Context: an optimization exercise on an open-source flow, tuned for small area, a short achievable clock period and few clock cycles per item. The choices shown serve that exercise and are no tape-out recipe. Where RTL was checked, it was by simulation tests only, not by an equivalence proof against the original. The RTL of runs 1, 3 and 7 was laid out without a check of its function. No activity file was given, so power comes from the tool's default toggle rates.

==> flow/design.v, too long to show whole: its modules and the start of the top module <==
// module rcg_legrom: 2153 lines
// module ranging_code_gen: 201 lines
module ranging_code_gen (
    input  wire        clk,
    input  wire        rst,
    input  wire        cmd_valid,
    output wire        cmd_ready,
    input  wire [1:0]  cmd_mode,    
    input  wire [13:0] cmd_arg,     
    input  wire [13:0] cmd_p,       
    input  wire [13:0] cmd_len,     
    output reg         chip_valid,
    output reg         chip
);
  // ...
==> flow/flow/run.sh <==
#!/bin/bash
# The standard layout (standard.sh), with the port buffers that global placement
# inserts on every input and output made plain buffers (buf_2) instead of the
# default delay-buffer cell.
set -euo pipefail
export BUFFER_PORTS_ARGS="-buffer_cell sky130_fd_sc_hd__buf_2"
bash standard.sh > standard.log 2>&1
==> flow/standard.sh <==
#!/bin/bash
# synth_recipe.tcl (not shown) runs the flow's synth.tcl, then flattens the netlist and writes it again
# the make line also repeats each setting of config.mk as NAME=value (left out here)
make -C /OpenROAD-flow-scripts/flow DESIGN_CONFIG=/design/flow/config.mk WORK_HOME=/design/flow/orfs CLKGATE_MAP_FILE= SYNTH_SCRIPT=/design/flow/synth_recipe.tcl "${@:-finish}"
==> flow/config.mk <==
export PLATFORM = sky130hd
export DESIGN_NAME = ranging_code_gen
export DESIGN_NICKNAME = ranging_code_gen
export VERILOG_FILES = /design/flow/design.v
export SDC_FILE = /design/flow/constraint.sdc
export NUM_CORES = 4
export LEC_CHECK = 0
export ABC_AREA = 1
export CAP_MARGIN = 20
export CELL_PAD_IN_SITES_DETAIL_PLACEMENT = 1
export CELL_PAD_IN_SITES_GLOBAL_PLACEMENT = 1
export CORE_MARGIN = 2
export CORE_UTILIZATION = 35
export PLACE_DENSITY = 0.45
export SETUP_SLACK_MARGIN = 4.5
export SLEW_MARGIN = 20
==> flow/constraint.sdc <==
create_clock -name core_clock -period 8.0 [get_ports {clk}]
set_input_delay 1.6000 -clock core_clock [delete_from_list [all_inputs] [get_ports {clk}]]
set_output_delay 1.6000 -clock core_clock [all_outputs]
set_load 0.01 [all_outputs]
==> key figures, run 1 <==
Synthesis
  • Top cells by area, synth: nand2_1 17%, dfxtp_1 11%, nand3_1 11%
  • Post-synth top area cell: nand2_1
  • Mapped Nets: around 1800
  • Sequential share of the synthesized area: 19.3%
  • EDFF count, synth: 28
  • Synth cell types: 55
  • Share of the synthesized area in the top cell type: 16.9%

Finish
  • Sequential cell area: 1930 sq um
  • Clock buffer cells: 12
  • Footprint of the multi-input gates: roughly 7200 sq um
  • Nets: between 1500 and 2000
  • Fraction of area in multi-input gates: between 60% and 70%
  • Non-clock buffers: 100
  • Multi-In Gates: approximately 1300
  • Seq area share: roughly 17%
  • Commonest non-fill, non-tap cells in the layout: 432 x nand2_1, 210 x nand3_1, 150 x inv_1, 147 x o21ai_0, 131 x nor2_1
  • Top Registers: x x15, y x15, rem x14

Routing
  • First drt pass iteration count: 5
  • Final ANT Viol Nets: 0
  • Top sig layer: met5

Critical path
  • Cell Chain, Critical Path: buf_4 > ha_1 > nor2_4 > nand2_1 > nand4_1 > nand2_1 > nand2_1 > nand2_1 > nand3_1 > nand3_1 > nand3_1 > nand3_1 > nand2_1 > nand3_1 > nand3_1 > nand2_1 > nor2_1
  • CP Class: register to register
  • FF-to-FF path depth: 17
  • CP endpoint: leg_q
  • Crit end category: register
  • Element type at the critical path start: register

Outcome
  • Status: complete, no violations

Die
  • Die W: around 170 um
  • Initial core utilization: between 30 and 40%
  • IO Count: 50

STA
  • Final setup viols: 0
  • Fin. max-slew vios: 0
  • Post-route clock period utilization: a little over two fifths

Clocking
  • Post-CTS resize count: 39
  • Clk slew on worst S/H paths: about 0.060 ns

Power and ir drop
  • Clock power share: a little over an eighth

Hold path
  • Hold path cells: 0
==> module ranging_code_gen, before the edit <==
module ranging_code_gen (
    input  wire        clk,
    input  wire        rst,
    input  wire        cmd_valid,
    output wire        cmd_ready,
    input  wire [1:0]  cmd_mode,    
    input  wire [13:0] cmd_arg,     
    input  wire [13:0] cmd_p,       
    input  wire [13:0] cmd_len,     
    output reg         chip_valid,
    output reg         chip
);
    localparam [14:0] N_M = 15'd10243;
    localparam [14:0] N_S = 15'd3607;
    localparam [12:0] H_M = 13'd5121;    
    localparam [12:0] H_S = 13'd1803;
    reg        st_gold;
    reg        st_wset;
    reg        st_wrun;
    reg        ready_q;     
    reg        sub;         
    reg [13:0] rem;
    reg        rem1;        
    reg [14:0] x;
    reg [14:0] y;
    reg [3:0]  sc;
    reg        d_init;
    reg        d_addy;
    reg        d_fold;
    reg        d_c1;
    reg        d_c2;
    reg        d_pass;
    reg        d_end;
    reg        fz;          
    reg        wd;          
    reg        wh;          
    reg [11:0] l_idx;
    reg        l_sg;
    reg        leg_q;       
    reg        leg_ph;      
    reg        leg_a;       
    wire emit = st_gold | (st_wrun & leg_ph);
    wire last = emit & rem1;
    assign cmd_ready = ready_q;
    wire acc  = cmd_valid & ready_q;
    wire len_nz  = (cmd_len != 14'd0);
    wire gold_nx = acc ? (~cmd_mode[1] & len_nz) : (st_gold & ~last);
    wire wset_nx = acc ? (cmd_mode[1] & len_nz) : (st_wset & ~d_end);
    wire wrun_nx = acc ? 1'b0 : ((st_wrun & ~last) | (st_wset & d_end));
    wire lph_nx  = st_wrun & sc[0];
    wire rem1_nx = ready_q ? (cmd_len == 14'd1) : (emit ? (rem == 14'd2) : rem1);
    wire rdy_nx  = ~(gold_nx | wset_nx | wrun_nx) | ((gold_nx | (wrun_nx & lph_nx)) & rem1_nx);
    wire [12:0] g1 = x[12:0];
    wire [12:0] g2 = y[12:0];
    wire g1_fb = sub ? ^(g1 & 13'b1000000001101) : ^(g1[10:0] & 11'b11111000001);
    wire g2_fb = sub ? ^(g2 & 13'b1101101110001) : ^(g2[10:0] & 11'b10110011111);
    wire g1_rl = sub & (g1 == 13'h07FF);      
    wire gold_chip = sub ? (g1[12] ^ g2[12]) : (g1[10] ^ (^(g2[10:0] & l_idx[10:0])));
    wire [12:0] hh = sub ? H_S : H_M;
    wire [14:0] nn = sub ? N_S : N_M;
    reg  [14:0] red_c;
    always @(*) begin
        if (d_c1)
            red_c = sub ? 15'd14428 : 15'd20486;    
        else if (d_c2)
            red_c = sub ? 15'd7214  : 15'd10243;    
        else if (d_pass)
            red_c = 15'h7FFF;                       
        else
            red_c = nn;
    end
    wire op_fold = st_wset & d_fold;
    wire op_red  = st_wset & ~d_init & ~d_addy & ~d_fold;
    reg  [14:0] b_set;
    always @(*) begin
        if (d_init)
            b_set = nn - 15'd1;
        else if (d_addy)
            b_set = y;
        else if (d_fold)
            b_set = nn;
        else
            b_set = ~red_c;
    end
    wire [14:0] b_walk = {{14{wd}}, ~wh};
    wire [14:0] ad_b   = st_wset ? b_set : b_walk;
    wire        ad_c   = op_fold | op_red;
    wire [14:0] ad_a   = x ^ {15{op_fold}};
    reg  [15:0] pg;
    reg  [15:0] pp;
    reg  [15:0] ad_s;
    integer     i;
    integer     d;
    always @(*) begin
        pg = {ad_a & ad_b, ad_c};
        pp = {ad_a ^ ad_b, 1'b0};
        for (d = 0; d < 4; d = d + 1)
            for (i = 0; i < 16; i = i + 1)
                if (((i + 1) % (2 << d)) == 0) begin
                    pg[i] = pg[i] | (pp[i] & pg[i - (1 << d)]);
                    pp[i] = pp[i] & pp[i - (1 << d)];
                end
        for (d = 2; d >= 0; d = d - 1)
            for (i = 0; i < 16; i = i + 1)
                if (((i + 1) % (2 << d)) == (1 << d) && i >= (2 << d)) begin
                    pg[i] = pg[i] | (pp[i] & pg[i - (1 << d)]);
                    pp[i] = pp[i] & pp[i - (1 << d)];
                end
        ad_s = {pg[15], (ad_a ^ ad_b) ^ pg[14:0]};
    end
    reg         x_gt_h;
    integer     j;
    always @(*) begin
        x_gt_h = 1'b0;
        for (j = 0; j < 13; j = j + 1)
            x_gt_h = hh[j] ? (x[j] & x_gt_h) : (x[j] | x_gt_h);
        x_gt_h = x[13] | x_gt_h;
    end
    wire        keep_x  = (op_red & ~ad_s[15]) | (op_fold & ~x_gt_h);
    wire        y_top   = st_wset ? (d_fold | ad_s[14]) : (wd | wh);
    wire [14:0] y_load  = (cmd_mode == 2'd0) ? 15'h02AA : {1'b0, cmd_arg};
    wire [14:0] y_gold  = {y[14:13], g2[11:0], g2_fb};
    wire [14:0] y_other = ready_q ? y_load : (st_gold ? y_gold : x);
    wire        use_sum = ~ready_q & ~st_gold & ~keep_x;
    wire [14:0] y_d     = use_sum ? {y_top, ad_s[13:0]} : y_other;
    wire [3:0] sc_nx = ready_q ? 4'd0 : sc + 4'd1;
    reg  [13:0] rem_dec;
    reg         rem_b;
    integer     n;
    always @(*) begin
        rem_b = 1'b1;
        for (n = 0; n < 14; n = n + 1) begin
            rem_dec[n] = rem[n] ^ rem_b;
            rem_b      = rem_b & ~rem[n];
        end
    end
    wire [12:0] yv  = y[12:0];
    wire        z4  = (yv[3:0] == 4'd0);
    wire        z8  = (yv[7:0] == 8'd0);
    wire        z12 = (yv[11:0] == 12'd0);
    wire [12:0] sb  = z12 ? {12'd0, yv[12]} :
                      z8  ? {8'd0, yv[12:8]} :
                      z4  ? {4'd0, yv[12:4]} : yv;
    wire [12:0] sm  = sb[0] ? sb :
                      sb[1] ? {1'd0, sb[12:1]} :
                      sb[2] ? {2'd0, sb[12:2]} : {3'd0, sb[12:3]};
    wire        t_odd = ~sb[0] & (sb[1] | ~sb[2]);    
    wire rom_q;
    rcg_legrom u_rom (.a({sub, l_idx}), .q(rom_q));
    wire leg = ~fz & (rom_q ^ l_sg);
    always @(posedge clk) begin
        if (rst) begin
            st_gold    <= 1'b0;
            st_wset    <= 1'b0;
            st_wrun    <= 1'b0;
            ready_q    <= 1'b1;
            chip_valid <= 1'b0;
        end else begin
            st_gold    <= gold_nx;
            st_wset    <= wset_nx;
            st_wrun    <= wrun_nx;
            ready_q    <= rdy_nx;
            chip_valid <= emit;
        end
    end
    always @(posedge clk) begin
        chip <= st_gold ? gold_chip : (leg_a ^ leg_q);
        rem1 <= rem1_nx;
        if (emit)
            rem <= rem_dec;
        sc     <= sc_nx;
        d_init <= (sc_nx == 4'd0);
        d_addy <= (sc_nx == 4'd7);
        d_fold <= (sc_nx == 4'd8) | (sc_nx == 4'd11);
        d_c1   <= (sc_nx == 4'd1) | (sc_nx == 4'd2);
        d_c2   <= (sc_nx == 4'd3) | (sc_nx == 4'd4);
        d_pass <= (sc_nx == 4'd10);
        d_end  <= (sc_nx == 4'd11);
        y <= y_d;
        if (st_gold)
            x <= {y[14:13], g1_rl ? 13'h1FFF : {g1[11:0], g1_fb}};
        else
            x <= y;
        if (~st_gold) begin
            l_idx <= sm[12:1];
        end
        fz     <= (yv == 13'd0);
        wd     <= y[14] & (yv != 13'd0);
        wh     <= ~y[14] & (yv == hh);
        l_sg   <= y[14] ^ (~sub & t_odd);
        leg_q  <= leg;
        leg_ph <= lph_nx;
        leg_a  <= leg_q;
        if (ready_q) begin
            sub   <= cmd_mode[0];
            rem   <= cmd_len;
            x     <= cmd_mode[1] ? {1'b0, cmd_p} : (cmd_mode[0] ? 15'h1FFF : 15'h02AA);
            l_idx <= {1'b0, cmd_arg[10:0]};
        end
    end
endmodule
==> inputs of run 2 (changes only) <==
--- a/flow/design.v
+++ b/flow/design.v
@@ -2272,7 +2272,7 @@
     wire        keep_x  = (op_red & ~ad_s[15]) | (op_fold & ~x_gt_h);
     wire        y_top   = st_wset ? (d_fold | ad_s[14]) : (wd | wh);
     wire [14:0] y_load  = (cmd_mode == 2'd0) ? 15'h02AA : {1'b0, cmd_arg};
-    wire [14:0] y_gold  = {y[14:13], g2[11:0], g2_fb};
+    wire [14:0] y_gold  = {x[14:13], g2[11:0], g2_fb};
     wire [14:0] y_other = ready_q ? y_load : (st_gold ? y_gold : x);
     wire        use_sum = ~ready_q & ~st_gold & ~keep_x;
     wire [14:0] y_d     = use_sum ? {y_top, ad_s[13:0]} : y_other;
--- a/flow/config.mk
+++ b/flow/config.mk
@@ -11,6 +11,7 @@
 export CELL_PAD_IN_SITES_GLOBAL_PLACEMENT = 1
 export CORE_MARGIN = 2
 export CORE_UTILIZATION = 35
+export CTS_BUF_LIST = sky130_fd_sc_hd__clkbuf_8
 export PLACE_DENSITY = 0.45
 export SETUP_SLACK_MARGIN = 4.5
 export SLEW_MARGIN = 20
==> run 2 against run 1 <==
Against the previous run:
- flip-flop and latch count is the same
- setup slack got worse by 0.054 ns
- final cell count is 0.92% lower
- global-route usage increased by 0.56 points
- sequential power down 3.3%
- highest routed layer unchanged
==> key figures, run 2 <==
Critical path
  • Cell Chain, Critical Path: buf_6 > clkinvlp_4 > buf_4 > ha_1 > nor2_4 > nand2_1 > nand3_1 > nand3_1 > nand3_1 > nand2_1 > nand3_1 > nand3_1 > nand3_1 > nand3_1 > nand3_1 > nand3_1 > nand2_1 > nor2_1
  • Worst Path Buf+Inv: 3
  • Worst r2r src: l_idx[2]
  • Worst Path Max Fanout: 23
  • CP startpoint: l_idx[2]
  • Most frequent CP cell: nand3_1
  • CP Class: register to register
  • CP max-delay cell: nand3_1
  • Element type at the critical path start: register
  • CP required: just over 8 ns
  • CP max stage delay: 0.42 ns
  • CP delay by family, top: simple AND/OR/NAND/NOR gates
  • Crit end category: register
  • Arr. time, crit path: roughly 3.9 ns

Synthesis
  • Async SR Flop Fraction: 0%
  • Post-synth top area cell: nand2_1
  • Top cells by count, synth: 433 x nand2_1, 222 x nand3_1, 152 x inv_1, 141 x nor2_1, 126 x o21ai_0
  • Synth warnings: 1
  • Synth cell types: 54 (-1.8%)
  • Primary FF master, synth: dfxtp_1
  • Synthesized cell area: between 9000 and 10000 sq um
  • #FFs+latches synth: 82
  • Count leader, synth: nand2_1
  • Share of the synthesized area in the top cell type: 16.5% (-0.35 points)
  • Top cells by area, synth: nand2_1 17%, dfxtp_1 11%, nand3_1 11%
  • Synth Instances: ~1600
  • EDFF count, synth: 26 (-7.1%)
  • Sequential share of the synthesized area: 19.3% (-0.041 points)
  • Mapped Avg Cell Area: between 6 and 7 sq um
  • Mapped Nets: 1746 (-0.96%)

Routing
  • Final ANT Viol Nets: 0 (unchanged)
  • Number of DRC markers in iteration 0: 1260
  • DR DRC count: 0
  • Wirelength, routed: ~59 mm
  • Routed len/inst: just under 30 um
  • First drt pass iteration count: 5 (unchanged)
  • Vias per cell: 6.17
  • DR vias: about 13000

Clocking
  • TritonCTS clock tree: done
  • Clk sink count: 82
  • Clk slew on worst S/H paths: 0.10 ns (+0.04 ns)
  • # H-tree levels: 3
  • Clk Latency, worst-skew pair: approximately 0.40 ns
  • CTS root buf: clkbuf_8
  • Total CTS buffers: 9
  • Clk buf depth: 2

STA
  • Setup TNS: 0 ns
  • Post-route clock period utilization: 44.3% (+0.68 points)
  • Final setup viols: 0 (unchanged)
  • Worst-Margin Slew: roughly 0.92 ns
  • Fmax: approximately 280 MHz
  • Final Hold Fails: 0
  • Relative slew slack: a little under two fifths
  • Worst clock skew: 0.0127 ns
  • Period minus WS final: roughly 3.5 ns
  • Final worst setup slack: about 4.5 ns
  • Fin. max-slew vios: 0 (unchanged)
  • RSZ-0062 raised after global routing: true

Global route
  • Largest net degree at the start of global routing: 52
  • Vias in the first global route: 12785
  • Total track usage: between 40% and 50%
  • First-pass GRT wire length: ~86 mm
  • Grt ovf: 0
  • Initial antenna violation count: 8

Finish
  • # fillers: between 3000 and 4000
  • Top Registers: x x15, y x15, rem x14
  • Fin util: 39.6%
  • Share of post-route cells with drive strength above 1: 11.8%
  • Final instance area: between 10000 and 15000 sq um
  • Commonest non-fill, non-tap cell in the layout: nand2_1
  • Commonest non-fill, non-tap cells in the layout: 421 x nand2_1, 219 x nand3_1, 148 x inv_1, 133 x nor2_1, 118 x o21ai_0
  • Nets: 1772 (-1.2%)
  • Area Growth Syn to Fin: 11.7%

Placement
  • Pre-CTS setup slack: around 3.7 ns
  • Gpl congestion: 1.04
  • Placed wire-length estimate: 43.4 mm
  • Port Buffer Count: 49
  • Dpl cell area: roughly 10000 sq um

Die
  • Die Y: 172 um
  • Initial core utilization: 35.5% (-0.20 points)
  • Die area: ~29000 sq um
  • FP Rows: 61
  • Core Box Area: about 28000 sq um
  • Die W: 172 um (-0.41%)
  • IO Count: 50 (unchanged)

Flow run
  • Max-Cap Viols: 0

Power and ir drop
  • Peak VDD IR: approximately 110 uV
  • Static leakage: approximately 0.005 uW
  • Power Dens Cells: approximately 280 nW/um^2

Outcome
  • Status: complete, no violations

Hold path
  • Startpoint of the worst hold path: leg_q
  • Hold crit path type: register to register
run 2: worst paths after layout:
kind,endpoint,slack (ns),cells after the start
worst max-delay path,leg_q,4.45,18
worst min-delay path,leg_a,0.38,0
worst max register to register,leg_q,4.45,18
worst min register to register,leg_a,0.38,0
run 2: power by group:
part	internal [uW]	leakage (uW)	switching, uW
Combinational	579	0.00426	1600
Clock	144	0.0000951	179
Sequential	502	0.000740	81.1
run 2: timing repair:
action	in CTS	in global routing
setup buffers	10	13
hold buffers	0	0
setup endpoints to repair	16	21
pin swaps	5	14
cloned	0	2
resized for setup	21	59
run 2: layout make-up:
type	instances	area [sq um]	area share [%]
inverter	167	641	5.82
antenna	4	10.0	0.0910
clock inverter	7	70.1	0.637
multi-input combinational	1310	7160	65.1
clock buffer	9	124	1.13
tap	378	473	4.30
timing repair buffer	92	613	5.57
sequential	82	1910	17.4
run 2: kinds of logic after synthesis:
kind of cell / count (synthesis) / synth area share [%]
and+or+nand+nor: 867 / 37.8
AOI/OAI and AO/OA: 331 / 19.5
buffers and inverters: 245 / 10.5
DFF: 82 / 19.3
adders and majority gates: 63 / 8.61
xor gates and xnor gates: 48 / 4.27
run 2: per-layer routing:
layer | global-route usage (%) | wire length [um]
met5 | 0 | 57
met4 | 33.5 | 5690
met3 | 12.3 | 4880
met2 | 66.7 | 27300
met1 | 43.1 | 21400
run 2: through the flow:
step | hold slack, ns | total power (uW) | instances
2_1_floorplan | 0.350 | 1810 | 1636
3_3_place_gp | 0.358 | 2570 | 2004
5_1_grt | 0.392 | 3240 | 2045
3_5_place_dp | 0.364 | 2560 | 2004
4_1_cts | 0.377 | 2920 | 2030
6_report | 0.376 | 3090 | 2049
Testbench counts of run 2, summed over its fixed seeds: cycles 16,758, chips 14,062.
==> inputs of run 3 (changes only) <==
--- a/flow/design.v
+++ b/flow/design.v
@@ -2187,6 +2187,7 @@
     reg        fz;          
     reg        wd;          
     reg        wh;          
+    reg [10:0] mask;        
     reg [11:0] l_idx;
     reg        l_sg;
     reg        leg_q;       
@@ -2208,7 +2209,7 @@
     wire g1_fb = sub ? ^(g1 & 13'b1000000001101) : ^(g1[10:0] & 11'b11111000001);
     wire g2_fb = sub ? ^(g2 & 13'b1101101110001) : ^(g2[10:0] & 11'b10110011111);
     wire g1_rl = sub & (g1 == 13'h07FF);      
-    wire gold_chip = sub ? (g1[12] ^ g2[12]) : (g1[10] ^ (^(g2[10:0] & l_idx[10:0])));
+    wire gold_chip = sub ? (g1[12] ^ g2[12]) : (g1[10] ^ (^(g2[10:0] & mask)));
     wire [12:0] hh = sub ? H_S : H_M;
     wire [14:0] nn = sub ? N_S : N_M;
     reg  [14:0] red_c;
@@ -2272,7 +2273,7 @@
     wire        keep_x  = (op_red & ~ad_s[15]) | (op_fold & ~x_gt_h);
     wire        y_top   = st_wset ? (d_fold | ad_s[14]) : (wd | wh);
     wire [14:0] y_load  = (cmd_mode == 2'd0) ? 15'h02AA : {1'b0, cmd_arg};
-    wire [14:0] y_gold  = {x[14:13], g2[11:0], g2_fb};
+    wire [14:0] y_gold  = {y[14:13], g2[11:0], g2_fb};
     wire [14:0] y_other = ready_q ? y_load : (st_gold ? y_gold : x);
     wire        use_sum = ~ready_q & ~st_gold & ~keep_x;
     wire [14:0] y_d     = use_sum ? {y_top, ad_s[13:0]} : y_other;
@@ -2334,9 +2335,7 @@
             x <= {y[14:13], g1_rl ? 13'h1FFF : {g1[11:0], g1_fb}};
         else
             x <= y;
-        if (~st_gold) begin
-            l_idx <= sm[12:1];
-        end
+        l_idx  <= sm[12:1];
         fz     <= (yv == 13'd0);
         wd     <= y[14] & (yv != 13'd0);
         wh     <= ~y[14] & (yv == hh);
@@ -2348,7 +2347,7 @@
             sub   <= cmd_mode[0];
             rem   <= cmd_len;
             x     <= cmd_mode[1] ? {1'b0, cmd_p} : (cmd_mode[0] ? 15'h1FFF : 15'h02AA);
-            l_idx <= {1'b0, cmd_arg[10:0]};
+            mask  <= cmd_arg[10:0];
         end
     end
 endmodule
--- a/flow/config.mk
+++ b/flow/config.mk
@@ -11,7 +11,6 @@
 export CELL_PAD_IN_SITES_GLOBAL_PLACEMENT = 1
 export CORE_MARGIN = 2
 export CORE_UTILIZATION = 35
-export CTS_BUF_LIST = sky130_fd_sc_hd__clkbuf_8
 export PLACE_DENSITY = 0.45
 export SETUP_SLACK_MARGIN = 4.5
 export SLEW_MARGIN = 20
==> run 3 against run 2 <==
Against the previous run:
- critical path depth down 4
- via count down 1.5%
- clock power up 34%
- first-iteration DRC count up 32%
- critical endpoint unchanged
- highest routed layer is now met4
==> key figures, run 3 <==
Clocking
  • Clk Latency, worst-skew pair: 0.37 ns (-0.03 ns)
  • Hold_buf cts: 0 (unchanged)
  • Clk slew on worst S/H paths: 0.08 ns (-0.02 ns)
  • # H-tree levels: 3 (unchanged)
  • CTS root buf: clkbuf_16
  • Clk sink count: 93 (+13%)
  • Total CTS buffers: 9 (unchanged)
  • Clk buf depth: 2 (unchanged)
  • TritonCTS clock tree: done

Critical path
  • Worst Path Buf+Inv: 2 (-1)
  • Element type at the critical path start: register
  • CP required: 8.27 ns (-0.03 ns)
  • CP max stage delay: 0.54 ns (+0.12 ns)
  • Crit end category: register
  • CP Class: register to register
  • CP max-delay cell: ha_1
  • Cell Chain, Critical Path: buf_4 > inv_1 > ha_1 > nand2_1 > a21oi_1 > a21oi_1 > a21oi_1 > o21ai_0 > nand2_1 > nand2_1 > o211ai_1 > nand3_1 > nand2_1 > nor2_1
  • CP delay by family, top: compound AO/OA/AOI/OAI gates
  • Arr. time, crit path: 3.90 ns (+0.05 ns)
  • Worst Path Max Fanout: 20 (-13%)
  • Most frequent CP cell: nand2_1

STA
  • Relative slew slack: 41.8% (+3.5 points)
  • RSZ-0062 raised after global routing: true
  • Final setup viols: 0 (unchanged)
  • Worst-Margin Slew: 0.870 ns (-0.0465 ns)
  • Final Hold Fails: 0 (unchanged)
  • Period minus WS final: 3.64 ns (+0.0913 ns)
  • Hold slack: 0.398 ns (+0.0217 ns)
  • Worst clock skew: 0.0136 ns (+0.000941 ns)
  • Post-route clock period utilization: 45.5% (+1.1 points)
  • Fmax: 275 MHz (-2.5%)
  • Fin. max-slew vios: 0 (unchanged)
  • Setup TNS: 0 ns (unchanged)

Finish
  • # fillers: 3779 (+0.13%)
  • Fin util: 39.8% (+0.17 points)
  • Commonest non-fill, non-tap cell in the layout: nand2_1
  • # diodes: 0 (-4)
  • Nets: 1738 (-1.9%)
  • Top Registers: x x15, y x15, rem x14
  • Share of post-route cells with drive strength above 1: 10.2% (-1.6 points)
  • Footprint of the multi-input gates: 6890 sq um (-3.8%)
  • Sequential cell area: 2160 sq um (+13%)
  • Area Growth Syn to Fin: 12.3%
  • Commonest non-fill, non-tap cells in the layout: 433 x nand2_1, 219 x nand3_1, 144 x inv_1, 127 x nor2_1, 118 x o21ai_0

Synthesis
  • Synth warnings: 1 (unchanged)
  • Primary FF master, synth: dfxtp_1
  • Share of the synthesized area in the top cell type: 16.9% (+0.37 points)
  • Post-synth top area cell: nand2_1
  • EDFF count, synth: 28 (+7.7%)
  • Count leader, synth: nand2_1
  • Synth Instances: 1602 (-2.1%)
  • Top cells by count, synth: 440 x nand2_1, 222 x nand3_1, 151 x inv_1, 132 x nor2_1, 128 x o21ai_0
  • Top cells by area, synth: nand2_1 17%, dfxtp_1 13%, nand3_1 11%
  • Sequential share of the synthesized area: 21.9% (+2.6 points)
  • Synth cell types: 52 (-3.7%)
  • Synthesized cell area: 9790 sq um (-0.64%)
  • #FFs+latches synth: 93 (+13%)
  • Mapped Nets: 1712 (-1.9%)
  • Async SR Flop Fraction: 0% (unchanged)
  • Mapped Avg Cell Area: 6.11 sq um (+1.5%)

Global route
  • Initial antenna violation count: 1 (-7)
  • Grt ovf: 0 (unchanged)
  • Total track usage: 37.7% (-3.0 points)
  • Largest net degree at the start of global routing: 48 (-7.7%)
  • Vias in the first global route: 12182 (-4.7%)
  • First-pass GRT wire length: 80.6 mm (-5.8%)

Die
  • FP Rows: 61 (unchanged)
  • Initial core utilization: 35.4% (about the same)
  • IO Count: 50 (unchanged)
  • Die Y: 171 um (-0.31%)
  • Core Box Area: 27600 sq um (-0.55%)
  • Die area: 29300 sq um (-0.62%)
  • Die W: 171 um (-0.31%)

Routing
  • Vias per cell: 6.20 (+0.41%)
  • DR DRC count: 0 (unchanged)
  • Wirelength, routed: 54.9 mm (-7.4%)
  • Final ANT Viol Nets: 0 (unchanged)
  • Routed len/inst: 27.3 um (-5.6%)
  • Number of DRC markers in iteration 0: 1669 (+32%)
  • DR vias: 12467 (-1.5%)
  • First drt pass iteration count: 8 (+3)

Placement
  • Placed wire-length estimate: 41.7 mm (-4.0%)
  • Gpl congestion: 1.11 (+6.7%)
  • Port Buffer Count: 49 (unchanged)

Power and ir drop
  • Power Dens Cells: 488 nW/um^2 (+74%)
  • Pwr Total: 5360 uW (+74%)
  • Peak VDD IR: 140 uV (+32%)
  • Static leakage: 0.00512 uW (+0.45%)

Outcome
  • Status: complete, no violations

Hold path
  • Hold crit path type: register to register

Flow run
  • Max-Cap Viols: 0 (unchanged)
[run 3: power breakdown]
group          total (uW)  internal [uW]  switching (uW)
Combinational        4200           1050            3150
Clock                 435            219             217
Sequential            729            584             145
[run 3: logic make-up (layout without fill, tap and decap cells)]
kind of cell    Yosys count  count (layout)  synth area share, %
simple gates            845             846                 36.5
compound gates          316             316                 18.9
buf+inv                 236             266                 9.64
flops                    93              93                 21.9
fa+ha+maj                63              63                 8.67
xor+xnor                 49              49                 4.39
[run 3: what timing repair did]
| action | 4_1_cts | 5_1_grt |
|---|---|---|
| resized for setup | 27 | 39 |
| buffers inserted | 12 | 12 |
| gates cloned | 0 | 1 |
| setup endpoints to repair | 16 | 19 |
| endpoints found under the hold margin | 0 | 0 |
| pin swaps | 4 | 22 |
[run 3: metrics by stage]
step                instances  setup WS [ns]  area (sq um)
floorplan                1602           4.53          9790
global placement         1970           3.84         10300
detailed placement       1970           3.74         10300
CTS                      1998           4.51         10800
global route             2011           4.34         11000
finish                   2011           4.36         11000
[run 3: per-layer routing]
metal,share of wire (%),wire length (um),up-vias,GRT usage (%)
li1,-,-,5471,-
met1,41,22600,6007,49.9
met2,41,22400,765,54.7
met3,12,6390,224,11.1
met4,6.4,3540,0,20.6
met5,0,0,-,0
[run 3: worst paths after layout]
path | startpoint | endpoint | slack, ns | cells past startpoint
max | l_idx[2] | leg_q | 4.36 | 14
min reg2reg | leg_q | leg_a | 0.40 | 0
max reg2reg | l_idx[2] | leg_q | 4.36 | 14
min | leg_q | leg_a | 0.40 | 0
[run 3: area by class of cell]
cell class / count / share of cell area [%]
sequential: 93 / 19.6
clock buffer: 9 / 2.05
tap: 378 / 4.30
multi-input combinational: 1274 / 62.7
clock inverter: 7 / 0.558
timing repair buffer: 90 / 5.25
inverter: 160 / 5.55
==> inputs of run 4 (changes only) <==
--- a/flow/design.v
+++ b/flow/design.v
@@ -2190,7 +2190,9 @@
     reg [10:0] mask;        
     reg [11:0] l_idx;
     reg        l_sg;
-    reg        leg_q;       
+    reg        rom_r;       
+    reg        sg_r;        
+    reg        fz_r;
     reg        leg_ph;      
     reg        leg_a;       
     wire emit = st_gold | (st_wrun & leg_ph);
@@ -2250,15 +2252,9 @@
         pp = {ad_a ^ ad_b, 1'b0};
         for (d = 0; d < 4; d = d + 1)
             for (i = 0; i < 16; i = i + 1)
-                if (((i + 1) % (2 << d)) == 0) begin
-                    pg[i] = pg[i] | (pp[i] & pg[i - (1 << d)]);
-                    pp[i] = pp[i] & pp[i - (1 << d)];
-                end
-        for (d = 2; d >= 0; d = d - 1)
-            for (i = 0; i < 16; i = i + 1)
-                if (((i + 1) % (2 << d)) == (1 << d) && i >= (2 << d)) begin
-                    pg[i] = pg[i] | (pp[i] & pg[i - (1 << d)]);
-                    pp[i] = pp[i] & pp[i - (1 << d)];
+                if ((i >> d) & 1) begin
+                    pg[i] = pg[i] | (pp[i] & pg[((i >> (d + 1)) << (d + 1)) + (1 << d) - 1]);
+                    pp[i] = pp[i] & pp[((i >> (d + 1)) << (d + 1)) + (1 << d) - 1];
                 end
         ad_s = {pg[15], (ad_a ^ ad_b) ^ pg[14:0]};
     end
@@ -2273,7 +2269,7 @@
     wire        keep_x  = (op_red & ~ad_s[15]) | (op_fold & ~x_gt_h);
     wire        y_top   = st_wset ? (d_fold | ad_s[14]) : (wd | wh);
     wire [14:0] y_load  = (cmd_mode == 2'd0) ? 15'h02AA : {1'b0, cmd_arg};
-    wire [14:0] y_gold  = {y[14:13], g2[11:0], g2_fb};
+    wire [14:0] y_gold  = {x[14:13], g2[11:0], g2_fb};
     wire [14:0] y_other = ready_q ? y_load : (st_gold ? y_gold : x);
     wire        use_sum = ~ready_q & ~st_gold & ~keep_x;
     wire [14:0] y_d     = use_sum ? {y_top, ad_s[13:0]} : y_other;
@@ -2301,7 +2297,7 @@
     wire        t_odd = ~sb[0] & (sb[1] | ~sb[2]);    
     wire rom_q;
     rcg_legrom u_rom (.a({sub, l_idx}), .q(rom_q));
-    wire leg = ~fz & (rom_q ^ l_sg);
+    wire leg_q = ~fz_r & (rom_r ^ sg_r);   
     always @(posedge clk) begin
         if (rst) begin
             st_gold    <= 1'b0;
@@ -2340,7 +2336,9 @@
         wd     <= y[14] & (yv != 13'd0);
         wh     <= ~y[14] & (yv == hh);
         l_sg   <= y[14] ^ (~sub & t_odd);
-        leg_q  <= leg;
+        rom_r  <= rom_q;
+        sg_r   <= l_sg;
+        fz_r   <= fz;
         leg_ph <= lph_nx;
         leg_a  <= leg_q;
         if (ready_q) begin
==> run 4 against run 3 <==
Against the previous run:
- setup slack improved by 0.16 ns
- non-clock buffer count decreased by 19
- sequential share of layout area grew 0.16 points
- global-route usage down 3.1 points
- combinational power grew 1%
- synthesized area up 2.5%
- clock skew rose by 0.0040 ns
- register-to-register slack better by 0.16 ns
- final cell count rose by 3.4%
- total power is 1.9% higher
- flip-flop and latch count grew 2
==> key figures, run 4 <==
Outcome
  • Status: complete, no violations

Global route
  • Vias in the first global route: 12415 (+1.9%)
  • First-pass GRT wire length: 78.8 mm (-2.3%)
  • Grt ovf: 0 (unchanged)
  • Largest net degree at the start of global routing: 70 (+46%)
  • Total track usage: 34.5% (-3.1 points)
  • Initial antenna violation count: 1 (unchanged)

Finish
  • # fillers: 3877 (+2.6%)
  • Fin util: 39.1% (-0.65 points)
  • Area Growth Syn to Fin: 9.26%
  • Nets: 1803 (+3.7%)
  • Share of post-route cells with drive strength above 1: 7.81% (-2.4 points)
  • Final instance area: 11000 sq um (-0.27%)
  • Final Non-Filler Cells: 2080 (+3.4%)
  • # diodes: 0 (unchanged)
  • Commonest non-fill, non-tap cells in the layout: 513 x nand2_1, 212 x nand3_1, 161 x nor2_1, 135 x inv_1, 123 x o21ai_0
  • Commonest non-fill, non-tap cell in the layout: nand2_1
  • Top Registers: x x15, y x15, rem x14

STA
  • Post-route clock period utilization: 43.5% (-2.0 points)
  • Worst clock skew: 0.0176 ns (+0.00399 ns)
  • Period minus WS final: 3.48 ns (-0.156 ns)
  • Final setup viols: 0 (unchanged)
  • RSZ-0062 raised after global routing: false
  • Hold slack: 0.329 ns (-0.0684 ns)
  • Setup TNS: 0 ns (unchanged)
  • Fmax: 287 MHz (+4.5%)
  • Final Hold Fails: 0 (unchanged)
  • Relative slew slack: 37.8% (-4.0 points)
  • Worst-Margin Slew: 0.930 ns (+0.0599 ns)
  • Fin. max-slew vios: 0 (unchanged)

Routing
  • Wirelength, routed: 52.7 mm (-4.0%)
  • Routed len/inst: 25.3 um (-7.2%)
  • DR DRC count: 0 (unchanged)
  • Vias per cell: 6.02 (-2.8%)
  • Number of DRC markers in iteration 0: 1412 (-15%)
  • Final ANT Viol Nets: 0 (unchanged)
  • First drt pass iteration count: 6 (-2)
  • DR vias: 12529 (+0.50%)

Die
  • IO Count: 50 (unchanged)
  • Core Box Area: 28000 sq um (+1.4%)
  • Die W: 173 um (+1.2%)
  • Die Y: 173 um (+1.2%)
  • FP Rows: 61 (unchanged)
  • Die area: 30000 sq um (+2.4%)
  • Initial core utilization: 35.8% (+0.38 points)

Placement
  • Placed wire-length estimate: 39.6 mm (-5.1%)
  • Port Buffer Count: 49 (unchanged)
  • Dpl cell area: 10500 sq um (+2.0%)
  • Gpl congestion: 1.04 (-6.0%)
  • Dpl cells: 2055 (+4.3%)

Synthesis
  • Count leader, synth: nand2_1
  • Share of the synthesized area in the top cell type: 19.2% (+2.4 points)
  • Mapped Nets: 1799 (+5.1%)
  • Top cells by area, synth: nand2_1 19%, dfxtp_1 14%, nand3_1 11%
  • Sequential share of the synthesized area: 21.6% (-0.33 points)
  • Synthesized cell area: 10000 sq um (+2.5%)
  • Synth warnings: 1 (unchanged)
  • Async SR Flop Fraction: 0% (unchanged)
  • Synth cell types: 50 (-3.8%)
  • Post-synth top area cell: nand2_1
  • Top cells by count, synth: 514 x nand2_1, 213 x nand3_1, 162 x nor2_1, 137 x inv_1, 123 x o21ai_0
  • #FFs+latches synth: 95 (+2.2%)
  • Primary FF master, synth: dfxtp_1
  • EDFF count, synth: 26 (-7.1%)
  • Synth Instances: 1693 (+5.7%)
  • Mapped Avg Cell Area: 5.92 sq um (-3.0%)

Clocking
  • Clk buf depth: 2 (unchanged)
  • Total CTS buffers: 9 (unchanged)
  • Clk Latency, worst-skew pair: 0.37 ns (about the same)
  • TritonCTS clock tree: done
  • Clk slew on worst S/H paths: 0.07 ns (about the same)
  • Clk sink count: 95 (+2.2%)
  • CTS root buf: clkbuf_16
  • # H-tree levels: 3 (unchanged)
  • Hold_buf cts: 0 (unchanged)

Critical path
  • CP required: 8.25 ns (-0.02 ns)
  • Element type at the critical path start: register
  • Worst Path Max Fanout: 25 (+25%)
  • Arr. time, crit path: 3.73 ns (-0.17 ns)
  • CP Class: register to register
  • Crit end category: register

Hold path
  • Hold crit path type: register to register

Flow run
  • Max-Cap Viols: 0 (unchanged)

Power and ir drop
  • Peak VDD IR: 162 uV (+15%)
  • Power Dens Cells: 499 nW/um^2 (+2.2%)
  • Static leakage: 0.00526 uW (+2.7%)
[run 4: cell types whose count changed in the layout (fill, tap and decap cells not counted), sizes merged, moves of 6 or more]
| cell | before | now |
|---|---|---|
| buf | 90 | 71 |
| o221ai | 16 | 6 |
| nand4 | 24 | 18 |
| nor2 | 135 | 172 |
| o211ai | 31 | 23 |
| nand2 | 440 | 521 |
| a21oi | 92 | 99 |
| inv | 161 | 146 |
| nand3 | 223 | 216 |
| o21ai | 128 | 137 |
[run 4: path summary, 6_finish.rpt]
path / start / to / slack (ns) / cells after the start
min: l_sg / sg_r / 0.33 / 0
max reg2reg: l_idx[1] / rom_r / 4.52 / 17
min reg2reg: l_sg / sg_r / 0.33 / 0
max: l_idx[1] / rom_r / 4.52 / 17
[run 4: critical path, cell delays in order, from the launching register on]
cell and delay, ns:
dfxtp_1 0.32, buf_4 0.34, inv_6 0.20, ha_1 0.39, inv_1 0.32, nand3_1 0.38
nand3_1 0.30, nand3_1 0.13, nand2_1 0.11, nand2_1 0.12, nand2_1 0.09, nand3_1 0.13
a21oi_1 0.18, nor2_1 0.06, nor2_1 0.10, nor2_1 0.05, nand3_1 0.06, nand2_1 0.06
[run 4: final cells by class]
cell class                 count  area, sq um  share of cell area [%]
clock buffer                  10          239                    2.18
clock inverter                 6         67.6                   0.617
inverter                     150          584                    5.33
multi-input combinational   1370         7020                    64.0
sequential                    95         2170                    19.8
tap                          378          473                    4.32
timing repair buffer          71          410                    3.75
[run 4: kinds of logic after synthesis]
family | count (synthesis) | share of synthesized area, %
and+or+nand+nor | 949 | 39.7
AOI/OAI and AO/OA | 310 | 17.5
buffers and inverters | 230 | 9.22
DFF | 95 | 21.6
adders and majority gates | 59 | 7.66
xor gates and xnor gates | 50 | 4.37
[run 4: through the flow]
stage                     setup WS, ns  total power (uW)
final                             4.52              5470
after global routing              4.50              5740
after CTS                         4.52              5210
after detailed placement          3.74              4730
after global placement            3.97              4770
after floorplan                   5.03              3220
[run 4: where the power goes]
| group | leakage (uW) | switching, uW | internal, uW |
|---|---|---|---|
| combinational | 0.00427 | 3170 | 1090 |
| sequential | 0.000841 | 158 | 599 |
| clock | 0.000147 | 206 | 252 |
[run 4: layer usage]
layer	track usage, %	share of wire, %	vias to the layer above
li1	-	-	5646
met1	47.9	43	5959
met2	50.4	41	750
met3	9.10	11	172
met4	14.4	4.8	2
met5	0	0.025	-
[run 4: repair_timing]
action,CTS,global route
pin swaps,0,1
hold endpoints to repair,0,0
gates resized for setup,4,16
cloned,0,2
setup buffers,2,5
endpoints found under the setup margin,15,16
Testbench counts of run 4, summed over its fixed seeds: cycles 16,758, chips 14,062.
==> inputs of run 5 (changes only) <==
--- a/flow/config.mk
+++ b/flow/config.mk
@@ -11,6 +11,7 @@
 export CELL_PAD_IN_SITES_GLOBAL_PLACEMENT = 1
 export CORE_MARGIN = 2
 export CORE_UTILIZATION = 35
+export CTS_BUF_LIST = sky130_fd_sc_hd__clkbuf_8
 export PLACE_DENSITY = 0.45
 export SETUP_SLACK_MARGIN = 4.5
 export SLEW_MARGIN = 20
==> run 5 against run 4 <==
Against the previous run:
- core utilization is 0.35 points lower
- sequential share of layout area up 0.18 points
- wire length decreased by 0.20%
- total power fell by 2.0%
- largest power group unchanged
- highest routed layer is now met4
==> key figures, run 5 <==
Outcome
  • Status: complete, no violations

STA
  • RSZ-0062 raised after global routing: false
  • Final setup viols: 0 (unchanged)
  • Fin. max-slew vios: 0 (unchanged)
  • Worst clock skew: 0.0292 ns (+0.0116 ns)
  • Post-route clock period utilization: 43.6% (+0.13 points)
  • Period minus WS final: 3.49 ns (+0.0107 ns)
  • Fmax: 286 MHz (-0.31%)
  • Worst-Margin Slew: 0.967 ns (+0.0371 ns)
  • Relative slew slack: 35.4% (-2.3 points)
  • Final Hold Fails: 0 (unchanged)
  • Setup TNS: 0 ns (unchanged)

Routing
  • Final ANT Viol Nets: 0 (unchanged)
  • Vias per cell: 5.99 (-0.58%)
  • DR vias: 12456 (-0.58%)
  • First drt pass iteration count: 6 (unchanged)
  • DR DRC count: 0 (unchanged)
  • Routed len/inst: 25.3 um (-0.20%)
  • Wirelength, routed: 52.6 mm (-0.20%)
  • Number of DRC markers in iteration 0: 1556 (+10%)

Finish
  • Sequential cell area: 2170 sq um (unchanged)
  • Share of post-route cells with drive strength above 1: 7.87% (+0.059 points)
  • Commonest non-fill, non-tap cell in the layout: nand2_1
  • # fillers: 3898 (+0.54%)
  • Top Registers: x x15, y x15, rem x14
  • Footprint of the multi-input gates: 7020 sq um (about the same)
  • Commonest non-fill, non-tap cells in the layout: 513 x nand2_1, 211 x nand3_1, 161 x nor2_1, 135 x inv_1, 123 x o21ai_0
  • # diodes: 0 (unchanged)
  • Nets: 1803 (unchanged)
  • Fin util: 38.8% (-0.35 points)
  • Area Growth Syn to Fin: 8.27%

Synthesis
  • Top cells by area, synth: nand2_1 19%, dfxtp_1 14%, nand3_1 11%
  • Post-synth top area cell: nand2_1
  • Synthesized cell area: 10000 sq um (unchanged)
  • Sequential share of the synthesized area: 21.6% (unchanged)
  • Share of the synthesized area in the top cell type: 19.2% (unchanged)
  • Primary FF master, synth: dfxtp_1
  • #FFs+latches synth: 95 (unchanged)
  • Async SR Flop Fraction: 0% (unchanged)
  • Synth Instances: 1693 (unchanged)
  • Mapped Avg Cell Area: 5.92 sq um (unchanged)
  • EDFF count, synth: 26 (unchanged)
  • Count leader, synth: nand2_1
  • Synth warnings: 1 (unchanged)
  • Mapped Nets: 1799 (unchanged)
  • Top cells by count, synth: 514 x nand2_1, 213 x nand3_1, 162 x nor2_1, 137 x inv_1, 123 x o21ai_0
  • Synth cell types: 50 (unchanged)

Critical path
  • Crit end category: register
  • Arr. time, crit path: 3.79 ns (+0.06 ns)
  • FF-to-FF setup slack: 4.51 ns (about the same)
  • CP Class: register to register
  • CP required: 8.30 ns (+0.05 ns)
  • CP max stage delay: 0.51 ns (+0.12 ns)
  • Worst r2r src: l_idx[2]
  • CP startpoint: l_idx[2]
  • CP max-delay cell: nor2_1
  • Most frequent CP cell: nand3_1
  • Worst Path Max Fanout: 22 (-12%)
  • Element type at the critical path start: register
  • Cell Chain, Critical Path: buf_4 > inv_1 > ha_2 > nor2_1 > nand3_1 > nand3_1 > nand3_1 > nand3_1 > nand3_1 > nand3_1 > nand2_1 > nand2_1 > nand2_1 > nand3_1 > nand2_1

Clocking
  • # H-tree levels: 3 (unchanged)
  • Clk buf depth: 2 (unchanged)
  • CTS root buf: clkbuf_8
  • Total CTS buffers: 9 (unchanged)
  • Clk slew on worst S/H paths: 0.10 ns (+0.03 ns)
  • Clk Latency, worst-skew pair: 0.41 ns (+0.04 ns)
  • Clk sink count: 95 (unchanged)
  • TritonCTS clock tree: done

Global route
  • Grt ovf: 0 (unchanged)
  • Total track usage: 34.5% (unchanged)
  • GRT met3 Usage: 8.33% (-0.77 points)
  • GR met1 Demand/Resource: 48.3% (+0.40 points)
  • GRT Max-Usage Layer: met2
  • M2 GR Usage: 50.9% (+0.55 points)
  • First-pass GRT wire length: 78.7 mm (about the same)
  • Largest net degree at the start of global routing: 70 (unchanged)
  • Vias in the first global route: 12343 (-0.58%)
  • Initial antenna violation count: 0 (-1)

Hold path
  • Startpoint of the worst hold path: l_sg
  • Hold crit path type: register to register

Die
  • Die area: 30000 sq um (unchanged)
  • IO Count: 50 (unchanged)
  • Die W: 173 um (unchanged)
  • FP Rows: 61 (unchanged)
  • Die Y: 173 um (unchanged)
  • Core Box Area: 28000 sq um (unchanged)
  • Initial core utilization: 35.8% (unchanged)

Placement
  • Placed wire-length estimate: 39.6 mm (unchanged)
  • Gpl congestion: 1.04 (unchanged)
  • Port Buffer Count: 49 (unchanged)

Power and ir drop
  • Peak VDD IR: 164 uV (+1.1%)
  • Power Dens Cells: 493 nW/um^2 (-1.1%)
  • Static leakage: 0.00522 uW (-0.84%)

Flow run
  • Max-Cap Viols: 0 (unchanged)
[run 5: changes by cell type in the layout (fill, tap and decap cells not counted)]
cell	delta
clkbuf_16	-9
clkbuf_8	+9
inv_4	+1
inv_6	-1
nand3_1	-1
nand3_2	+1
[run 5: cells by family after synthesis]
| logic type | after synthesis | synth area share (%) |
|---|---|---|
| simple gates | 949 | 39.7 |
| compound gates | 310 | 17.5 |
| xor+xnor | 50 | 4.37 |
| buf+inv | 230 | 9.22 |
| fa+ha+maj | 59 | 7.66 |
| flops | 95 | 21.6 |
[run 5: final timing paths]
check          end  cells past startpoint
max          rom_r                     15
min           sg_r                      0
max reg2reg  rom_r                     15
min reg2reg   sg_r                      0
[run 5: power breakdown]
group	switching (uW)	total, uW	internal (uW)	leakage (uW)
registers	158	756	599	0.000841
clock network	195	349	154	0.000101
logic	3170	4250	1090	0.00427
total	3520	5360	1840	0.00522
[run 5: what timing repair did]
action                     4_1_cts  5_1_grt
gates resized for setup          4       16
setup endpoints to repair       15       16
gates cloned                     0        2
pin swaps                        0        1
hold buffers                     0        0
setup buffers                    2        5
[run 5: per-stage QoR]
| step | hold slack, ns | cell area (sq um) | instances | power (uW) | worst slack, ns |
|---|---|---|---|---|---|
| after global routing | 0.354 | 10900 | 2080 | 5630 | 4.49 |
| after floorplan | 0.310 | 10000 | 1693 | 3220 | 5.03 |
| final | 0.337 | 10900 | 2080 | 5360 | 4.51 |
| after detailed placement | 0.313 | 10500 | 2055 | 4730 | 3.74 |
| after CTS | 0.338 | 10700 | 2073 | 5100 | 4.51 |
| after global placement | 0.313 | 10500 | 2055 | 4770 | 3.97 |
[run 5: area by class of cell]
class	count	area share (%)
multi-input combinational	1370	64.7
sequential	95	20.0
inverter	150	5.36
tap	378	4.36
timing repair buffer	71	3.78
clock buffer	10	1.27
clock inverter	6	0.622
[run 5: critical path: cells and delay by family (launching register included)]
family / cells / cell delay (ns)
flops: 1 / 0.32
buf+inv: 2 / 0.67
simple gates: 12 / 1.97
fa+ha+maj: 1 / 0.41
[run 5: layer usage]
metal	routed length (um)	up-vias
met1	22900	5937
met2	21900	731
li1	-	5644
met3	5650	144
met5	0	-
met4	2140	0
==> inputs of run 6 (changes only) <==
--- a/flow/config.mk
+++ b/flow/config.mk
@@ -13,5 +13,5 @@
 export CORE_UTILIZATION = 35
 export CTS_BUF_LIST = sky130_fd_sc_hd__clkbuf_8
 export PLACE_DENSITY = 0.45
-export SETUP_SLACK_MARGIN = 4.5
+export SETUP_SLACK_MARGIN = 4.8
 export SLEW_MARGIN = 20
==> run 6 against run 5 <==
Against the previous run:
- core utilization grew 0.71 points
- combinational power grew 2%
- design area grew 1.8%
- sequential power grew 0.8%
- highest routed layer unchanged
- critical path depth grew 3
- via count grew 1.1%
- worst hold slack is essentially flat
- global-route usage grew 0.079 points
- total power grew 1.3%
==> key figures, run 6 <==
Finish
  • Commonest non-fill, non-tap cell in the layout: nand2_1
  • Share of post-route cells with drive strength above 1: 9.86% (+2.0 points)
  • Area Growth Syn to Fin: 10.3%
  • # fillers: 3903 (+0.13%)
  • # diodes: 0 (unchanged)
  • Final Non-Filler Cells: 2092 (+0.58%)
  • Top Registers: x x15, y x15, rem x14
  • Commonest non-fill, non-tap cells in the layout: 509 x nand2_1, 209 x nand3_1, 158 x nor2_1, 134 x inv_1, 122 x o21ai_0
  • Nets: 1815 (+0.67%)

Routing
  • Final ANT Viol Nets: 0 (unchanged)
  • Wirelength, routed: 52.8 mm (+0.46%)
  • Number of DRC markers in iteration 0: 1401 (-10%)
  • DR DRC count: 0 (unchanged)
  • Routed len/inst: 25.3 um (-0.11%)
  • Vias per cell: 6.02 (+0.57%)
  • First drt pass iteration count: 6 (unchanged)
  • DR vias: 12599 (+1.1%)

Die
  • Die W: 173 um (unchanged)
  • Initial core utilization: 35.8% (unchanged)
  • FP Rows: 61 (unchanged)
  • IO Count: 50 (unchanged)
  • Die Y: 173 um (unchanged)
  • Core Box Area: 28000 sq um (unchanged)
  • Die area: 30000 sq um (unchanged)

STA
  • Fin. max-slew vios: 0 (unchanged)
  • RSZ-0062 raised after global routing: true
  • Fmax: 316 MHz (+10%)
  • Final setup viols: 0 (unchanged)
  • Setup TNS: 0 ns (unchanged)
  • Post-route clock period utilization: 39.5% (-4.1 points)
  • Final Hold Fails: 0 (unchanged)
  • Relative slew slack: 31.3% (-4.1 points)
  • Worst clock skew: 0.0301 ns (+0.000840 ns)
  • Worst-Margin Slew: 1.03 ns (+0.0611 ns)
  • Period minus WS final: 3.16 ns (-0.329 ns)

Synthesis
  • Main combinational cell family by area after synthesis: simple AND/OR/NAND/NOR gates
  • Post-synthesis simple-gate area fraction: 39.7% (unchanged)
  • Synthesized cell area: 10000 sq um (unchanged)
  • Share of the synthesized area in the top cell type: 19.2% (unchanged)
  • Synth Instances: 1693 (unchanged)
  • Synth Area in Compound Gates: 17.5% (unchanged)
  • Synthesized-area fraction occupied by adder cells: 7.66% (unchanged)
  • Mapped Avg Cell Area: 5.92 sq um (unchanged)
  • Synth cell types: 50 (unchanged)
  • Mux cell area share after synthesis: 0% (unchanged)
  • Synth warnings: 1 (unchanged)
  • Primary FF master, synth: dfxtp_1
  • Async SR Flop Fraction: 0% (unchanged)
  • Synth Area in XOR/XNOR: 4.37% (unchanged)
  • Top cells by count, synth: 514 x nand2_1, 213 x nand3_1, 162 x nor2_1, 137 x inv_1, 123 x o21ai_0
  • Count leader, synth: nand2_1
  • Sequential share of the synthesized area: 21.6% (unchanged)
  • Mapped Nets: 1799 (unchanged)
  • Post-synth top area cell: nand2_1
  • #FFs+latches synth: 95 (unchanged)
  • EDFF count, synth: 26 (unchanged)
  • Top cells by area, synth: nand2_1 19%, dfxtp_1 14%, nand3_1 11%

Clocking
  • Hold_buf cts: 0 (unchanged)
  • Clk Latency, worst-skew pair: 0.41 ns (about the same)
  • CTS root buf: clkbuf_8
  • Total CTS buffers: 9 (unchanged)
  • Clk slew on worst S/H paths: 0.10 ns (about the same)
  • TritonCTS clock tree: done
  • # H-tree levels: 3 (unchanged)
  • Clk buf depth: 2 (unchanged)
  • Clk sink count: 95 (unchanged)

Power and ir drop
  • Net Sw Frac: 65.2% (-0.51 points)
  • Clock power share: 6.4% (about the same)
  • Logic pwr share: 79.5% (about the same)
  • P_sw: 3540 uW (+0.56%)
  • Cell Int Power: 1890 uW (+2.9%)
  • Static leakage: 0.00530 uW (+1.5%)
  • Seq pwr share: 14.0% (about the same)
  • Peak VDD IR: 158 uV (-3.7%)
  • Power Dens Cells: 491 nW/um^2 (-0.49%)

Critical path
  • CP endpoint: rom_r
  • CP Class: register to register
  • Critical Path Stages: 18 (+3)
  • Worst Path Max Fanout: 22 (unchanged)
  • CP max-delay cell: dfxtp_1
  • Worst reg2reg endpoint: rom_r
  • CP max stage delay: 0.37 ns (-0.14 ns)
  • Element type at the critical path start: register
  • Arr. time, crit path: 3.46 ns (-0.33 ns)
  • CP startpoint: l_idx[2]
  • FF-to-FF setup slack: 4.84 ns (+0.33 ns)
  • Worst Path Buf+Inv: 5 (+3)
  • Crit end category: register
  • CP required: 8.29 ns (about the same)
  • CP delay by family, top: simple AND/OR/NAND/NOR gates
  • Worst r2r src: l_idx[2]
  • Cell Chain, Critical Path: buf_12 > clkinvlp_4 > buf_4 > ha_1 > buf_4 > clkinv_2 > nand2_1 > nand3_1 > nand3_1 > nand3_1 > nand2_1 > nand2_1 > a21oi_1 > nor2_1 > nor2_1 > nor2_1 > nand3_1 > nand2_1
  • FF-to-FF path depth: 18 (+3)

Global route
  • Initial antenna violation count: 0 (unchanged)
  • Grt ovf: 0 (unchanged)
  • Total track usage: 34.6% (+0.079 points)
  • First-pass GRT wire length: 78.8 mm (about the same)
  • Largest net degree at the start of global routing: 70 (unchanged)
  • Vias in the first global route: 12402 (+0.48%)

Placement
  • Dpl cells: 2055 (unchanged)
  • Placed wire-length estimate: 39.6 mm (unchanged)
  • Port Buffer Count: 49 (unchanged)
  • Gpl congestion: 1.04 (unchanged)

Flow run
  • Max-Cap Viols: 0 (unchanged)

Outcome
  • Status: complete, no violations

Hold path
  • Hold crit path type: register to register
-- run 6: per-stage QoR --
stage | utilization [%] | total power [uW] | setup WS, ns | hold WS [ns] | area, sq um
3_3_place_gp | 37.5 | 4770 | 3.97 | 0.313 | 10500
2_1_floorplan | - | 3220 | 5.03 | 0.310 | 10000
5_1_grt | 39.5 | 5720 | 4.74 | 0.354 | 11100
4_1_cts | 38.7 | 5140 | 4.77 | 0.338 | 10800
3_5_place_dp | 37.5 | 4730 | 3.74 | 0.313 | 10500
6_report | 39.5 | 5430 | 4.84 | 0.337 | 11100
-- run 6: how the worst min path moves through the flow --
stage | from | to | slack (ns) | cells past startpoint
finish | l_sg | sg_r | 0.34 | 0
global route | fz | fz_r | 0.35 | 0
CTS | l_sg | sg_r | 0.34 | 0
detailed placement | l_sg | sg_r | 0.31 | 0
global placement | l_sg | sg_r | 0.31 | 0
floorplan | fz | fz_r | 0.31 | 0
-- run 6: power groups by stage --
stage                     logic (uW)  clock network, uW  registers, uW
after CTS                       4030                358            752
after floorplan                 2540                  0            684
after global placement          4010                  0            761
after detailed placement        3970                  0            763
after global routing            4570                375            774
final                           4320                349            762
-- run 6: cell type report --
cell class / instances / area, sq um / area share, %
multi-input cells: 1370 / 7090 / 64.1
flip-flops and latches: 95 / 2170 / 19.6
inverters: 150 / 589 / 5.33
repair buffers: 83 / 529 / 4.79
well taps: 378 / 473 / 4.28
clock buffers: 10 / 138 / 1.24
clock inverters: 6 / 67.6 / 0.611
-- run 6: timing repair --
item	in CTS	in global routing
endpoints found under the setup margin	16	20
cloned	0	2
resized for setup	19	35
pin swaps	0	3
setup buffers	9	10
-- run 6: kinds of logic (layout without fill, tap and decap cells) --
kind of cell    after synthesis  count (layout)
buf+inv                     230             249
simple gates                949             951
flops                        95              95
compound gates              310             310
fa+ha+maj                    59              59
xor+xnor                     50              50
-- run 6: worst reg2reg max path: cells and delay by family (launching register included) --
| family | cells | cell delay, ns |
|---|---|---|
| AO/OA/AOI/OAI | 1 | 0.16 |
| adder cells (fa/ha/maj) | 1 | 0.26 |
| buffers and inverters | 5 | 1.05 |
| flip-flops | 1 | 0.37 |
| AND/OR/NAND/NOR | 11 | 1.24 |
-- run 6: routing by layer --
metal	vias to the layer above	GRT usage [%]	routed length [um]
met5	-	0	0
met4	0	13.3	2230
met3	151	8.33	5410
met2	706	51.1	22200
met1	6080	48.5	23000
li1	5662	-	-
==> inputs of run 7 (changes only) <==
--- a/flow/design.v
+++ b/flow/design.v
@@ -2183,6 +2183,7 @@
     reg        d_c1;
     reg        d_c2;
     reg        d_pass;
+    reg        d_rn;
     reg        d_end;
     reg        fz;          
     reg        wd;          
@@ -2214,32 +2215,18 @@
     wire gold_chip = sub ? (g1[12] ^ g2[12]) : (g1[10] ^ (^(g2[10:0] & mask)));
     wire [12:0] hh = sub ? H_S : H_M;
     wire [14:0] nn = sub ? N_S : N_M;
-    reg  [14:0] red_c;
-    always @(*) begin
-        if (d_c1)
-            red_c = sub ? 15'd14428 : 15'd20486;    
-        else if (d_c2)
-            red_c = sub ? 15'd7214  : 15'd10243;    
-        else if (d_pass)
-            red_c = 15'h7FFF;                       
-        else
-            red_c = nn;
-    end
-    wire op_fold = st_wset & d_fold;
-    wire op_red  = st_wset & ~d_init & ~d_addy & ~d_fold;
-    reg  [14:0] b_set;
-    always @(*) begin
-        if (d_init)
-            b_set = nn - 15'd1;
-        else if (d_addy)
-            b_set = y;
-        else if (d_fold)
-            b_set = nn;
-        else
-            b_set = ~red_c;
-    end
+    wire op_fold = d_fold;
+    wire op_red  = d_c1 | d_c2 | d_pass | d_rn;
+    wire [14:0] c1    = sub ? 15'd14428 : 15'd20486;
+    wire [14:0] c2    = sub ? 15'd7214  : 15'd10243;
+    wire [14:0] b_set = ({15{d_init}} & (nn - 15'd1)) |
+                        ({15{d_addy}} & y) |
+                        ({15{d_fold}} & nn) |
+                        ({15{d_c1}}   & ~c1) |
+                        ({15{d_c2}}   & ~c2) |
+                        ({15{d_rn}}   & ~nn);
     wire [14:0] b_walk = {{14{wd}}, ~wh};
-    wire [14:0] ad_b   = st_wset ? b_set : b_walk;
+    wire [14:0] ad_b   = b_set | (b_walk & {15{st_wrun}});
     wire        ad_c   = op_fold | op_red;
     wire [14:0] ad_a   = x ^ {15{op_fold}};
     reg  [15:0] pg;
@@ -2252,7 +2239,7 @@
         pp = {ad_a ^ ad_b, 1'b0};
         for (d = 0; d < 4; d = d + 1)
             for (i = 0; i < 16; i = i + 1)
-                if ((i >> d) & 1) begin
+                if (((i >> d) & 1) == 1) begin
                     pg[i] = pg[i] | (pp[i] & pg[((i >> (d + 1)) << (d + 1)) + (1 << d) - 1]);
                     pp[i] = pp[i] & pp[((i >> (d + 1)) << (d + 1)) + (1 << d) - 1];
                 end
@@ -2278,10 +2265,9 @@
     reg         rem_b;
     integer     n;
     always @(*) begin
-        rem_b = 1'b1;
         for (n = 0; n < 14; n = n + 1) begin
+            rem_b      = ((rem & ((14'd1 << n) - 14'd1)) == 14'd0);    
             rem_dec[n] = rem[n] ^ rem_b;
-            rem_b      = rem_b & ~rem[n];
         end
     end
     wire [12:0] yv  = y[12:0];
@@ -2319,13 +2305,14 @@
         if (emit)
             rem <= rem_dec;
         sc     <= sc_nx;
-        d_init <= (sc_nx == 4'd0);
-        d_addy <= (sc_nx == 4'd7);
-        d_fold <= (sc_nx == 4'd8) | (sc_nx == 4'd11);
-        d_c1   <= (sc_nx == 4'd1) | (sc_nx == 4'd2);
-        d_c2   <= (sc_nx == 4'd3) | (sc_nx == 4'd4);
-        d_pass <= (sc_nx == 4'd10);
-        d_end  <= (sc_nx == 4'd11);
+        d_init <= wset_nx & (sc_nx == 4'd0);
+        d_addy <= wset_nx & (sc_nx == 4'd7);
+        d_fold <= wset_nx & ((sc_nx == 4'd8) | (sc_nx == 4'd11));
+        d_c1   <= wset_nx & ((sc_nx == 4'd1) | (sc_nx == 4'd2));
+        d_c2   <= wset_nx & ((sc_nx == 4'd3) | (sc_nx == 4'd4));
+        d_pass <= wset_nx & (sc_nx == 4'd10);
+        d_rn   <= wset_nx & ((sc_nx == 4'd5) | (sc_nx == 4'd6) | (sc_nx == 4'd9));
+        d_end  <= wset_nx & (sc_nx == 4'd11);
         y <= y_d;
         if (st_gold)
             x <= {y[14:13], g1_rl ? 13'h1FFF : {g1[11:0], g1_fb}};
--- a/flow/config.mk
+++ b/flow/config.mk
@@ -11,7 +11,6 @@
 export CELL_PAD_IN_SITES_GLOBAL_PLACEMENT = 1
 export CORE_MARGIN = 2
 export CORE_UTILIZATION = 35
-export CTS_BUF_LIST = sky130_fd_sc_hd__clkbuf_8
 export PLACE_DENSITY = 0.45
 export SETUP_SLACK_MARGIN = 4.8
 export SLEW_MARGIN = 20
==> run 7 against run 6 <==
Against the previous run:
- still clean
- synthesized area is 0.20% lower
- maximum frequency down 1.4%
- final cell count decreased by 0.33%
- design area increased by 3.5%
- global-route usage increased by 0.87 points
- core utilization is 1.5 points higher
- sequential share of layout area shrank 0.47 points
- register-to-register slack got worse by 0.05 ns
- synthesized cell count is 1.7% lower
- clock skew is 0.0078 ns lower
- setup slack worse by 0.046 ns
==> key figures, run 7 <==
Routing
  • Met3 WL: 6.23 mm (+15%)
  • Routed len/inst: 26.2 um (+3.7%)
  • DR DRC count: 0 (unchanged)
  • Number of DRC markers in iteration 0: 1481 (+5.7%)
  • First drt pass iteration count: 5 (-1)
  • Vias per cell: 6.05 (+0.50%)
  • Wirelength, routed: 54.6 mm (+3.4%)

Synthesis
  • Synthesized cell area: 10000 sq um (-0.20%)
  • Mapped Nets: 1762 (-2.1%)
  • Synth Instances: 1664 (-1.7%)
  • Synth warnings: 1 (unchanged)
  • Synth cell types: 56 (+12%)
  • Top cells by area, synth: nand2_1 18%, dfxtp_1 14%, nand3_1 11%
  • Async SR Flop Fraction: 0% (unchanged)

Critical path
  • Arr. time, crit path: 3.43 ns (-0.03 ns)
  • CP Class: register to register
  • CP max stage delay: 0.33 ns (-0.04 ns)
  • Worst r2r src: l_idx[0]
  • Crit end category: register
  • CP max-delay cell: dfxtp_1

Power and ir drop
  • Static leakage: 0.00540 uW (+1.9%)
  • Power Dens Cells: 501 nW/um^2 (+2.0%)

Clocking
  • Clk Latency, worst-skew pair: 0.36 ns (-0.05 ns)
  • # H-tree levels: 3 (unchanged)
  • Clk buf depth: 2 (unchanged)
  • Total CTS buffers: 9 (unchanged)
  • Clk sink count: 96 (+1.1%)

Finish
  • Top Registers: x x15, y x15, rem x14
  • Nets: 1798 (-0.94%)
  • Fin util: 41.0% (+1.5 points)

Outcome
  • Status: complete, no violations

STA
  • Post-route clock period utilization: 40.1% (+0.57 points)
  • Worst clock skew: 0.0223 ns (-0.00780 ns)
  • Relative slew slack: 34.3% (+3.0 points)
  • Fin. max-slew vios: 0 (unchanged)
  • Final Hold Fails: 0 (unchanged)
  • Setup TNS: 0 ns (unchanged)

Die
  • Die area: 30000 sq um (-0.20%)
  • Die Y: 173 um (about the same)
  • FP Rows: 61 (unchanged)
  • Core Box Area: 27900 sq um (-0.27%)

Hold path
  • Hold path cells: 0 (unchanged)
  • Hold endpoint: fz_r
  • Hold crit path type: register to register

Placement
  • Gpl congestion: 1.02 (-2.5%)
  • Placed wire-length estimate: 39.9 mm (+0.92%)

Flow run
  • Max-Cap Viols: 0 (unchanged)

Global route
  • Initial antenna violation count: 1 (+1)
  • Largest net degree at the start of global routing: 64 (-8.6%)
## run 7: how the worst max path moves through the flow
stage | startpoint | end | slack [ns] | cells after the start
6_report | l_idx[0] | rom_r | 4.79 | 17
5_1_grt | sub | y[4] | 4.73 | 19
4_1_cts | sub | y[4] | 4.81 | 19
3_5_place_dp | sub | y[14] | 3.83 | 18
3_3_place_gp | sub | y[6] | 3.99 | 18
2_1_floorplan | sub | y[12] | 5.08 | 20
## run 7: layer usage
layer,vias up,global-route usage (%)
li1,5594,-
met3,198,10.7
met2,737,49.0
met5,-,0
met1,6091,49.9
met4,0,16.8
## run 7: kinds of logic (layout without fill, tap and decap cells)
group	count (synthesis)	count (layout)	share of synthesized area, %
simple gates	916	918	39.0
compound gates	307	307	17.7
buf+inv	239	278	10.0
flops	96	96	21.8
xor+xnor	55	55	4.81
fa+ha+maj	51	51	6.68
other cells	0	2	0
## run 7: metrics by stage
stage               setup slack (ns)  hold WS [ns]  instance area (sq um)  std cells
floorplan                       5.08         0.310                  10000       1664
global route                    4.73         0.350                  11400       2083
global placement                3.99         0.311                  10500       2030
detailed placement              3.83         0.317                  10500       2030
CTS                             4.81         0.326                  11000       2058
finish                          4.79         0.327                  11400       2085
## run 7: final cells by class
cell class / instances / area [sq um]
tap: 378 / 473
antenna: 2 / 5.00
clock inverter: 5 / 80.1
inverter: 163 / 646
fill: 3808 / 16500
timing repair buffer: 99 / 708
multi-input combinational: 1331 / 7100
sequential: 96 / 2190
clock buffer: 11 / 244
## run 7: what timing repair did
action	4_1_cts	5_1_grt
pin swaps	1	9
gates resized for setup	34	63
hold buffers	0	0
gates cloned	2	0
setup endpoints to repair	23	26
setup buffers	10	25
## run 7: report_power, final
| group | switching, uW | internal [uW] | total [uW] | leakage (uW) |
|---|---|---|---|---|
| Combinational | 3270 | 1230 | 4500 | 0.00439 |
| Clock | 211 | 284 | 495 | 0.000155 |
| Sequential | 143 | 596 | 739 | 0.000849 |
## run 7: critical path, delay by kind of cell, from the launching register on
family / cells / cell delay (ns)
buffers and inverters: 4 / 0.70
flip-flops: 1 / 0.33
adder cells (fa/ha/maj): 1 / 0.19
AND/OR/NAND/NOR: 11 / 1.60
AO/OA/AOI/OAI: 1 / 0.22

## port drivers added, routing unchanged
How much do the figures lean on ideal ports? The routed layouts below were timed once more, with nothing changed but the port constraints.
Step 1: set_driving_cell puts a clkbuf_16 on clk and a buf_2 on each other input, an assumption about the parent block.
Step 2 times the ports against the registers' clock, not the clock port: input delays grow and output delays shrink by t, the midpoint of the rising clock arrivals with the driver on.
a / b / c = no drivers / after step 1 / after step 2; a / b = the first two.
| run | shift t [ns] | setup slack, ns |
|---|---|---|
| run 1 | 0.400 | 4.509 / 4.509 / 4.509 |
| run 2 | 0.431 | 4.454 / 4.454 / 4.454 |
| run 3 | 0.414 | 4.363 / 4.363 / 4.363 |
| run 4 | 0.407 | 4.519 / 4.519 / 4.519 |
| run 5 | 0.444 | 4.509 / 4.509 / 4.509 |
| run 6 | 0.439 | 4.838 / 4.838 / 4.822 |
| run 7 | 0.402 | 4.792 / 4.792 / 4.607 |
After both steps every run listed still meets setup and hold.
